Context: an optimization exercise on an open-source flow, tuned for small area, a short achievable clock period and few clock cycles. The choices shown serve that exercise and are no tape-out recipe. No activity file was given, so power comes from the tool's default toggle rates.

==> flow/design.v <==
module obd_rx (
    input  wire        clk,
    input  wire        rst,
    input  wire        start,
    input  wire [1:0]  proto,     
    input  wire [7:0]  pid,
    input  wire [7:0]  mode,
    input  wire [7:0]  cap,       
    input  wire [17:0] per,       
    output wire        idle,
    input  wire        e_valid,
    output wire        e_ready,
    input  wire [31:0] e_time,
    input  wire        e_end,     
    output reg         o_valid,
    output reg  [7:0]  o_data,
    output reg         done,
    output reg  [7:0]  status,
    output reg  [7:0]  count,     
    output reg  [6:0]  nbytes,    
    output reg         framing    
);
    localparam [7:0] ST_OK         = 8'h00;
    localparam [7:0] ST_NACK       = 8'h01;
    localparam [7:0] ST_ERR_TIMING = 8'h10;
    localparam [7:0] ST_ERR_SHORT  = 8'h11;
    localparam [7:0] ST_ERR_SID    = 8'h12;
    localparam [7:0] ST_ERR_PID    = 8'h13;
    localparam [7:0] ST_ERR_TRUNC  = 8'h14;
    localparam [7:0] ST_ERR_PROTO  = 8'h15;
    reg        busy;      
    reg        rx;        
    reg [1:0]  r_proto;
    reg [7:0]  r_pid;
    reg [7:0]  r_mode;
    reg [6:0]  r_cap;     
    reg [17:0] r_per;
    reg [19:0] m3;        
    reg [20:0] m5;        
    reg [20:0] m7;        
    reg [21:0] m9;        
    reg [21:0] h9;        
    reg        dv;
    reg        de;
    reg        sel;       
    reg [22:0] eA;        
    reg [22:0] eB;
    reg [30:0] th9n;      
    reg        act;       
    reg        stop;      
    reg [30:0] sh9n;      
    reg [9:0]  samp;      
    reg        fresh;     
    reg        ps;        
    reg [2:0]  h;
    reg [3:0]  pn;        
    reg        st0;       
    reg [3:0]  dsx;       
    reg [2:0]  nmin;      
    reg        nack;
    reg        sid_ok;
    reg        pid_ok;
    reg [7:0]  hb;        
    reg [1:0]  tag;       
    reg        trunc;     
    reg [3:0]  lhi;       
    reg [6:0]  rem;       
    assign idle    = ~busy;
    assign e_ready = rx;
    wire        take = rx & e_valid;
    wire [30:0] e_a  = e_time[30:0] + sh9n + 31'd1;
    wire [30:0] e_b  = e_time[30:0] + th9n + 31'd1;
    wire        en  = sel ? eB[22] : eA[22];
    wire [21:0] el  = sel ? eB[21:0] : eA[21:0];
    function past;
        input [21:0] x;
        input [21:0] m;
        reg   [21:0] g0, p0;
        reg   [10:0] g1, p1;
        reg   [5:0] g2, p2;
        reg   [2:0] g3, p3;
        reg   [1:0] g4, p4;
        reg   [0:0] g5, p5;
        integer      i;
        begin
            g0 = x & m;
            p0 = x | m;
            for (i = 0; i < 11; i = i + 1) begin
                g1[i] = g0[2*i+1] | (p0[2*i+1] & g0[2*i]);
                p1[i] = p0[2*i+1] & p0[2*i];
            end
            for (i = 0; i < 5; i = i + 1) begin
                g2[i] = g1[2*i+1] | (p1[2*i+1] & g1[2*i]);
                p2[i] = p1[2*i+1] & p1[2*i];
            end
            g2[5] = g1[10];
            p2[5] = p1[10];
            for (i = 0; i < 3; i = i + 1) begin
                g3[i] = g2[2*i+1] | (p2[2*i+1] & g2[2*i]);
                p3[i] = p2[2*i+1] & p2[2*i];
            end
            for (i = 0; i < 1; i = i + 1) begin
                g4[i] = g3[2*i+1] | (p3[2*i+1] & g3[2*i]);
                p4[i] = p3[2*i+1] & p3[2*i];
            end
            g4[1] = g3[2];
            p4[1] = p3[2];
            for (i = 0; i < 1; i = i + 1) begin
                g5[i] = g4[2*i+1] | (p4[2*i+1] & g4[2*i]);
                p5[i] = p4[2*i+1] & p4[2*i];
            end
            past = g5[0];
        end
    endfunction
    wire [9:0] therm;
    assign therm[9] = ~en;
    assign therm[8] = ~en | past(el, {4'd0, r_per});
    assign therm[7] = ~en | past(el, {3'd0, r_per, 1'b0});
    assign therm[6] = ~en | past(el, {2'd0, m3});
    assign therm[5] = ~en | past(el, {2'd0, r_per, 2'b0});
    assign therm[4] = ~en | past(el, {1'd0, m5});
    assign therm[3] = ~en | past(el, {1'd0, m3, 1'b0});
    assign therm[2] = ~en | past(el, {1'd0, m7});
    assign therm[1] = ~en | past(el, {1'd0, r_per, 3'b0});
    assign therm[0] = ~en | past(el, m9);
    wire        newc     = dv & ~stop & (~act | therm[9]);
    wire        fin_edge = dv & act & ~stop & therm[9];
    wire        fin_end  = de & act & ~stop;
    wire        fin      = fin_edge | fin_end;
    wire        good     = ~fresh & ~samp[0] & samp[9];
    wire [9:0]  sv       = fresh ? 10'd0 : samp;
    wire [6:0]  n1       = nbytes + 7'd1;
    wire        st_e  = fin_end & good;
    wire        st    = ps | st_e;
    wire [7:0]  b     = samp[8:1];
    wire [3:0]  pi    = pn;                             
    wire        is_m3     = (r_mode == 8'd3);
    wire        ok_so_far = (r_proto != 2'd0) & ~nack & sid_ok & (~(r_mode == 8'd1) | pid_ok);
    wire [7:0]  cb    = is_m3 ? b : hb;
    wire        cv_ok = (is_m3 | (pi != 4'd0)) & ok_so_far;
    wire        at_ds = (pi == dsx);
    wire [11:0] llen  = {lhi, cb};
    wire [6:0]  lim_s = ({3'd0, cb[3:0]} < r_cap) ? {3'd0, cb[3:0]} : r_cap;
    wire [6:0]  lim_l = (llen < {5'd0, r_cap}) ? llen[6:0] : r_cap;
    wire        p_short = at_ds & (cb[7:4] == 4'h0);
    wire        p_long  = at_ds & (cb[7:4] == 4'h1);
    wire        p_plain = at_ds & (cb[7:4] != 4'h0) & (cb[7:4] != 4'h1);
    wire        p_len   = ~at_ds & (tag == 2'd3);
    wire        p_emit  = p_plain ? (r_cap != 7'd0)
                        : (~at_ds & (tag == 2'd1 || tag == 2'd2) & (rem != 7'd0));
    wire        at_h    = st & (pi == {1'b0, h});
    wire        at_h1   = st & (pi == {1'b0, h} + 4'd1);
    wire        pv      = st & cv_ok;
    wire        nack_f  = at_h ? (b == 8'h7F) : nack;
    wire        sid_f   = at_h ? (b == r_mode + 8'h40) : sid_ok;
    wire        pid_f   = at_h1 ? (b == r_pid) : pid_ok;
    wire        trunc_f = pv ? (p_long | (trunc & ~p_len)) : trunc;
    wire [6:0]  nf      = st_e ? n1 : nbytes;
    wire [6:0]  cnt_f   = count[6:0] + {6'd0, pv & p_emit};
    reg  [7:0]  res;
    always @(*) begin
        if (r_proto == 2'd0)
            res = ST_ERR_PROTO;
        else if (nf < 7'd3)
            res = ST_ERR_TIMING;
        else if (nf < {4'd0, nmin})
            res = ST_ERR_SHORT;
        else if (nack_f)
            res = ST_NACK;
        else if (~sid_f)
            res = ST_ERR_SID;
        else if (r_mode == 8'd1 && ~pid_f)
            res = ST_ERR_PID;
        else if (trunc_f)
            res = ST_ERR_TRUNC;
        else
            res = ST_OK;
    end
    always @(posedge clk) begin
        dv      <= take & ~e_end;
        de      <= take & e_end;
        ps      <= fin_edge & good;
        o_valid <= pv & p_emit;
        done    <= de;
        if (rst) begin
            busy    <= 1'b0;
            rx      <= 1'b0;
            dv      <= 1'b0;
            de      <= 1'b0;
            ps      <= 1'b0;
            o_valid <= 1'b0;
            done    <= 1'b0;
        end else begin
            if (start & ~busy)
                busy <= 1'b1;
            if (st0)
                rx   <= 1'b1;
            if (take & e_end)
                rx <= 1'b0;
            if (de)
                busy <= 1'b0;
        end
    end
    always @(posedge clk) begin
        eA      <= {e_a[30], e_a[21:0]};
        eB      <= {e_b[30], e_b[21:0]};
        sel     <= newc;
        o_data  <= cb;       
        status  <= res;      
        m3      <= {2'd0, r_per} + {1'd0, r_per, 1'b0};
        m5      <= {3'd0, r_per} + {1'd0, r_per, 2'b0};
        m7      <= {r_per, 3'b0} - {3'd0, r_per};
        m9      <= {4'd0, r_per} + {1'd0, r_per, 3'b0};
        h9      <= {4'd0, r_per} + {1'd0, r_per, 3'b0} + {5'd0, r_per[17:1]};
        th9n    <= ~(e_time[30:0] + {9'd0, h9});
        st0 <= start & ~busy;
        if (start & ~busy) begin
            r_proto <= proto;
            r_pid   <= pid;
            r_mode  <= mode;
            r_cap   <= (cap > 8'd64) ? 7'd64 : cap[6:0];
            r_per   <= per;
        end
        if (st0) begin
            pn      <= 4'd0;
            nbytes  <= 7'd0;
            framing <= 1'b0;
            act     <= 1'b0;
            stop    <= 1'b0;
            nack    <= 1'b0;
            sid_ok  <= 1'b0;
            pid_ok  <= 1'b0;
            tag     <= 2'd0;
            trunc   <= 1'b0;
            count   <= 8'd0;         
            rem     <= 7'd0;
            h       <= 3'd0;
            dsx     <= 4'd15;
            nmin    <= 3'd0;
        end
        if (newc) begin
            sh9n  <= th9n;
            fresh <= 1'b1;
            act   <= 1'b1;
        end else if (dv & ~stop) begin
            samp  <= (sv & therm) | ({10{~sv[9]}} & ~therm);
            fresh <= 1'b0;
        end
        if (fin) begin
            if (~good) begin
                framing <= 1'b1;
                stop    <= 1'b1;
            end else begin
                nbytes <= n1;
                if (n1 == 7'd64)
                    stop <= 1'b1;
            end
        end
        if (st) begin
            if (pn != 4'd15)
                pn <= pn + 4'd1;
            hb     <= b;
            nack   <= nack_f;
            sid_ok <= sid_f;
            pid_ok <= pid_f;
            if (pi == 4'd0) begin
                if (r_proto == 2'd1)
                    h <= 3'd3;
                else
                    h <= 3'd1 + (b[7] ? 3'd2 : 3'd0) + ((b[5:0] == 6'd0) ? 3'd1 : 3'd0);
            end
            if (pi == 4'd1) begin
                dsx  <= {1'b0, h} + (is_m3 ? 4'd1 : ((r_pid != 8'd0) | (r_mode == 8'd1)) ? 4'd3 : 4'd2);
                nmin <= h + 3'd1 + (is_m3 ? 3'd0 : (r_pid == 8'd0) ? 3'd1 : 3'd2);
            end
        end
        if (pv) begin
            if (p_short) begin
                tag <= 2'd2;
                rem <= lim_s;
            end
            if (p_long) begin
                tag <= 2'd3;
                lhi <= cb[3:0];
            end
            if (p_plain) begin
                tag <= 2'd1;
                rem <= r_cap;
            end
            if (p_len) begin
                tag <= 2'd2;
                rem <= lim_l;
            end
            trunc <= trunc_f;
            if (p_emit) begin
                count  <= {1'b0, cnt_f};
                rem    <= (p_plain ? r_cap : rem) - 7'd1;
            end
        end
        if (de) begin
            if (res == ST_OK)
                count <= {1'b0, cnt_f};
            else if (res == ST_NACK)
                count <= 8'd0;
            else
                count <= 8'hFF;
        end
    end
endmodule
clock: 10.0 ns
lec_check: 0
abc_area: 1
cap_margin: 20
core_margin: 2
core_utilization: 70
cts_buf_list: sky130_fd_sc_hd__clkbuf_16
cts_cluster_diameter: 80
cts_cluster_size: 30
slew_margin: 20
standard.sh (not shown) runs the stock make flow with config.mk's settings and CLKGATE_MAP_FILE= SYNTH_SCRIPT=/design/flow/synth_recipe.tcl, a recipe that flattens the netlist after the stock synthesis.
==> flow/flow/run.sh <==
#!/bin/bash
# Standard layout, with timing repair aiming below the clock period and
# small port buffers (the repair upsizes those that need it).
export SETUP_SLACK_MARGIN=6.5
export BUFFER_PORTS_ARGS="-buffer_cell sky130_fd_sc_hd__buf_1"
bash standard.sh > standard.log 2>&1
Then changed:
--- a/flow/design.v
+++ b/flow/design.v
@@ -43,14 +43,14 @@
     reg        dv;
     reg        de;
     reg        sel;       
     reg [22:0] eA;        
     reg [22:0] eB;
-    reg [30:0] th9n;      
+    reg [30:0] th9;       
     reg        act;       
     reg        stop;      
-    reg [30:0] sh9n;      
+    reg [30:0] sh9;       
     reg [9:0]  samp;      
     reg        fresh;     
     reg        ps;        
     reg [2:0]  h;
     reg [3:0]  pn;        
@@ -66,12 +66,12 @@
     reg [3:0]  lhi;       
     reg [6:0]  rem;       
     assign idle    = ~busy;
     assign e_ready = rx;
     wire        take = rx & e_valid;
-    wire [30:0] e_a  = e_time[30:0] + sh9n + 31'd1;
-    wire [30:0] e_b  = e_time[30:0] + th9n + 31'd1;
+    wire [30:0] e_a  = e_time[30:0] - sh9;
+    wire [30:0] e_b  = e_time[30:0] - th9;
     wire        en  = sel ? eB[22] : eA[22];
     wire [21:0] el  = sel ? eB[21:0] : eA[21:0];
     function past;
         input [21:0] x;
         input [21:0] m;
@@ -210,11 +210,11 @@
         m3      <= {2'd0, r_per} + {1'd0, r_per, 1'b0};
         m5      <= {3'd0, r_per} + {1'd0, r_per, 2'b0};
         m7      <= {r_per, 3'b0} - {3'd0, r_per};
         m9      <= {4'd0, r_per} + {1'd0, r_per, 3'b0};
         h9      <= {4'd0, r_per} + {1'd0, r_per, 3'b0} + {5'd0, r_per[17:1]};
-        th9n    <= ~(e_time[30:0] + {9'd0, h9});
+        th9     <= e_time[30:0] + {9'd0, h9};
         st0 <= start & ~busy;
         if (start & ~busy) begin
             r_proto <= proto;
             r_pid   <= pid;
             r_mode  <= mode;
@@ -237,11 +237,11 @@
             h       <= 3'd0;
             dsx     <= 4'd15;
             nmin    <= 3'd0;
         end
         if (newc) begin
-            sh9n  <= th9n;
+            sh9   <= th9;
             fresh <= 1'b1;
             act   <= 1'b1;
         end else if (dv & ~stop) begin
             samp  <= (sv & therm) | ({10{~sv[9]}} & ~therm);
             fresh <= 1'b0;
After rerunning:
- critical path depth rose by 1
- power rose by 2.6%
- wire length rose by 6.2%
- first-iteration DRC count rose by about 4.3%
- worst setup slack improves by 0.042 ns
- hold slack improves by 0.0091 ns
Function was not checked in any run of this note: the RTL went through the layout flow alone.

* * *

obd_rx, a different RTL version from the one above (not shown whole).
Size: roughly 120 I/O pins.
==> flow/config.mk <==
export PLATFORM = sky130hd
export DESIGN_NAME = obd_rx
export DESIGN_NICKNAME = obd_rx
export VERILOG_FILES = /design/flow/design.v
export SDC_FILE = /design/flow/constraint.sdc
export NUM_CORES = 4
export LEC_CHECK = 0
export ABC_AREA = 1
export CAP_MARGIN = 20
export CORE_MARGIN = 2
export CORE_UTILIZATION = 60
export CTS_BUF_LIST = sky130_fd_sc_hd__clkbuf_8
export SLEW_MARGIN = 20
==> flow/constraint.sdc <==
create_clock -name core_clock -period 10.0 [get_ports {clk}]
set_input_delay 2.0000 -clock core_clock [delete_from_list [all_inputs] [get_ports {clk}]]
set_output_delay 2.0000 -clock core_clock [all_outputs]
set_load 0.01 [all_outputs]
==> flow/flow/run.sh <==
#!/bin/bash
# Standard layout, with timing repair aiming below the clock period and
# small port buffers (the repair upsizes those that need it).
export SETUP_SLACK_MARGIN=6.5
export BUFFER_PORTS_ARGS="-buffer_cell sky130_fd_sc_hd__buf_2"
bash standard.sh > standard.log 2>&1
==> next run, changes <==
--- a/flow/design.v
+++ b/flow/design.v
@@ -36,13 +36,17 @@
     reg [6:0]  r_cap;     
     reg [17:0] r_per;
     reg [19:0] m3;        
     reg [20:0] m5;        
     reg [20:0] m7;        
     reg [21:0] m9;        
+    reg [18:0] p15;       
     reg [21:0] h9;        
+    reg        iv;
+    reg        ie;
+    reg [30:0] it;
     reg        dv;
     reg        de;
     reg        sel;       
     reg [22:0] eA;        
     reg [22:0] eB;
     reg [30:0] th9;       
@@ -66,26 +70,23 @@
     reg [3:0]  lhi;       
     reg [6:0]  rem;       
     reg [6:0]  cnt;       
     assign idle    = ~busy;
     assign e_ready = rx;
     wire        take = rx & e_valid;
-    wire [30:0] e_a  = e_time[30:0] - sh9;
-    wire [30:0] e_b  = e_time[30:0] - th9;
+    wire [30:0] e_a  = it - sh9;
+    wire [30:0] e_b  = it - th9;
     wire        en  = sel ? eB[22] : eA[22];
     wire [21:0] el  = sel ? eB[21:0] : eA[21:0];
     function past;
         input [21:0] x;
         input [21:0] m;
-        reg          c;
-        integer      i;
+        reg   [22:0] s;
         begin
-            c = 1'b0;
-            for (i = 0; i < 22; i = i + 1)
-                c = (x[i] & m[i]) | (c & (x[i] | m[i]));
-            past = c;
+            s    = {1'b0, x} + {1'b0, m};
+            past = s[22];
         end
     endfunction
     wire [9:0] therm;
     assign therm[9] = ~en;
     assign therm[8] = ~en | past(el, {4'd0, r_per});
     assign therm[7] = ~en | past(el, {3'd0, r_per, 1'b0});
@@ -128,30 +129,34 @@
     wire        sid_f   = at_h ? (b == r_mode + 8'h40) : sid_ok;
     wire        pid_f   = at_h1 ? (b == r_pid) : pid_ok;
     wire        trunc_f = pv ? (p_long | (trunc & ~p_len)) : trunc;
     wire [6:0]  nf      = st_e ? n1 : nbytes;
     wire [6:0]  cnt_f   = cnt + {6'd0, pv & p_emit};
     always @(posedge clk) begin
-        dv      <= take & ~e_end;
-        de      <= take & e_end;
+        iv      <= take & ~e_end;
+        ie      <= take & e_end;
+        dv      <= iv;
+        de      <= ie;
         ps      <= fin_edge & good;
         o_valid <= pv & p_emit;
         done    <= de;
         if (rst) begin
             busy    <= 1'b0;
             rx      <= 1'b0;
+            iv      <= 1'b0;
+            ie      <= 1'b0;
             dv      <= 1'b0;
             de      <= 1'b0;
             ps      <= 1'b0;
             o_valid <= 1'b0;
             done    <= 1'b0;
         end else begin
-            if (start & ~busy)
+            if (start & ~busy) begin
                 busy <= 1'b1;
-            if (st0)
                 rx   <= 1'b1;
+            end
             if (take & e_end)
                 rx <= 1'b0;
             if (de)
                 busy <= 1'b0;
         end
     end
@@ -160,22 +165,24 @@
         eB      <= {e_b[30], e_b[21:0]};
         sel     <= newc;
         m3      <= {2'd0, r_per} + {1'd0, r_per, 1'b0};
         m5      <= {3'd0, r_per} + {1'd0, r_per, 2'b0};
         m7      <= {r_per, 3'b0} - {3'd0, r_per};
         m9      <= {4'd0, r_per} + {1'd0, r_per, 3'b0};
-        h9      <= {4'd0, r_per} + {1'd0, r_per, 3'b0} + {5'd0, r_per[17:1]};
-        if (take)
-            th9 <= e_time[30:0] + {9'd0, h9};
+        h9      <= {1'd0, r_per, 3'b0} + {3'd0, p15};
+        it      <= e_time[30:0];
+        if (iv)
+            th9 <= it + {9'd0, h9};
         st0 <= start & ~busy;
         if (start & ~busy) begin
             r_proto <= proto;
             r_pid   <= pid;
             r_mode  <= mode;
             r_cap   <= (cap > 8'd64) ? 7'd64 : cap[6:0];
             r_per   <= per;
+            p15     <= {1'b0, per} + {2'b0, per[17:1]};
         end
         if (st0) begin
             pn      <= 7'd0;
             nbytes  <= 7'd0;
             framing <= 1'b0;
             act     <= 1'b0;
Worst setup slack gains 0.99 ns.
Flip-flop and latch count rose by 55.
Design area came out higher by 8.5%.
Via count came out higher by 14%.
Synthesized area is higher by 20%.
No functional check of the RTL was part of any run of this note.

-- afterwards: timing with drivers on the ports --
How much do the figures lean on ideal ports? The routed layouts below were timed once more, with nothing changed but the port constraints. Step 1 (the two cells are an assumption about what drives the block):
set clk [get_ports {clk}]
set_driving_cell -lib_cell sky130_fd_sc_hd__clkbuf_16 $clk
set_driving_cell -lib_cell sky130_fd_sc_hd__buf_2 [delete_from_list [all_inputs] $clk]
Step 2 adds t to the input delays and takes it off the output delays; t is the mean of the earliest and latest rising clock arrival at the registers after step 1. Input paths then give back, and output paths get back, about the clock's delay inside the block. Three values: ideal, step 1, step 2; two values: the first two.
| run | shift t [ns] | setup WS [ns] | latest minus earliest clock arrival (ns) | worst data-port slew with drivers (ns) |
|---|---|---|---|---|
| the first run of note 1 | 0.593 | 6.353 / 6.353 / 5.895 | 0.025 / 0.025 | 0.09 |
| the second run of note 1 | 0.593 | 6.395 / 6.395 / 5.932 | 0.028 / 0.028 | 0.07 |
| the first run of note 2 | 0.708 | 5.634 / 5.632 / 4.924 | 0.028 / 0.029 | 0.07 |
| the second run of note 2 | 0.701 | 6.626 / 6.626 / 6.015 | 0.034 / 0.034 | 0.05 |
After both steps setup and hold are still met in every run listed. For the first run of note 2, which loses most, drivers alone change the setup slack by -0.002 ns; drivers and shift together by -0.710 ns.
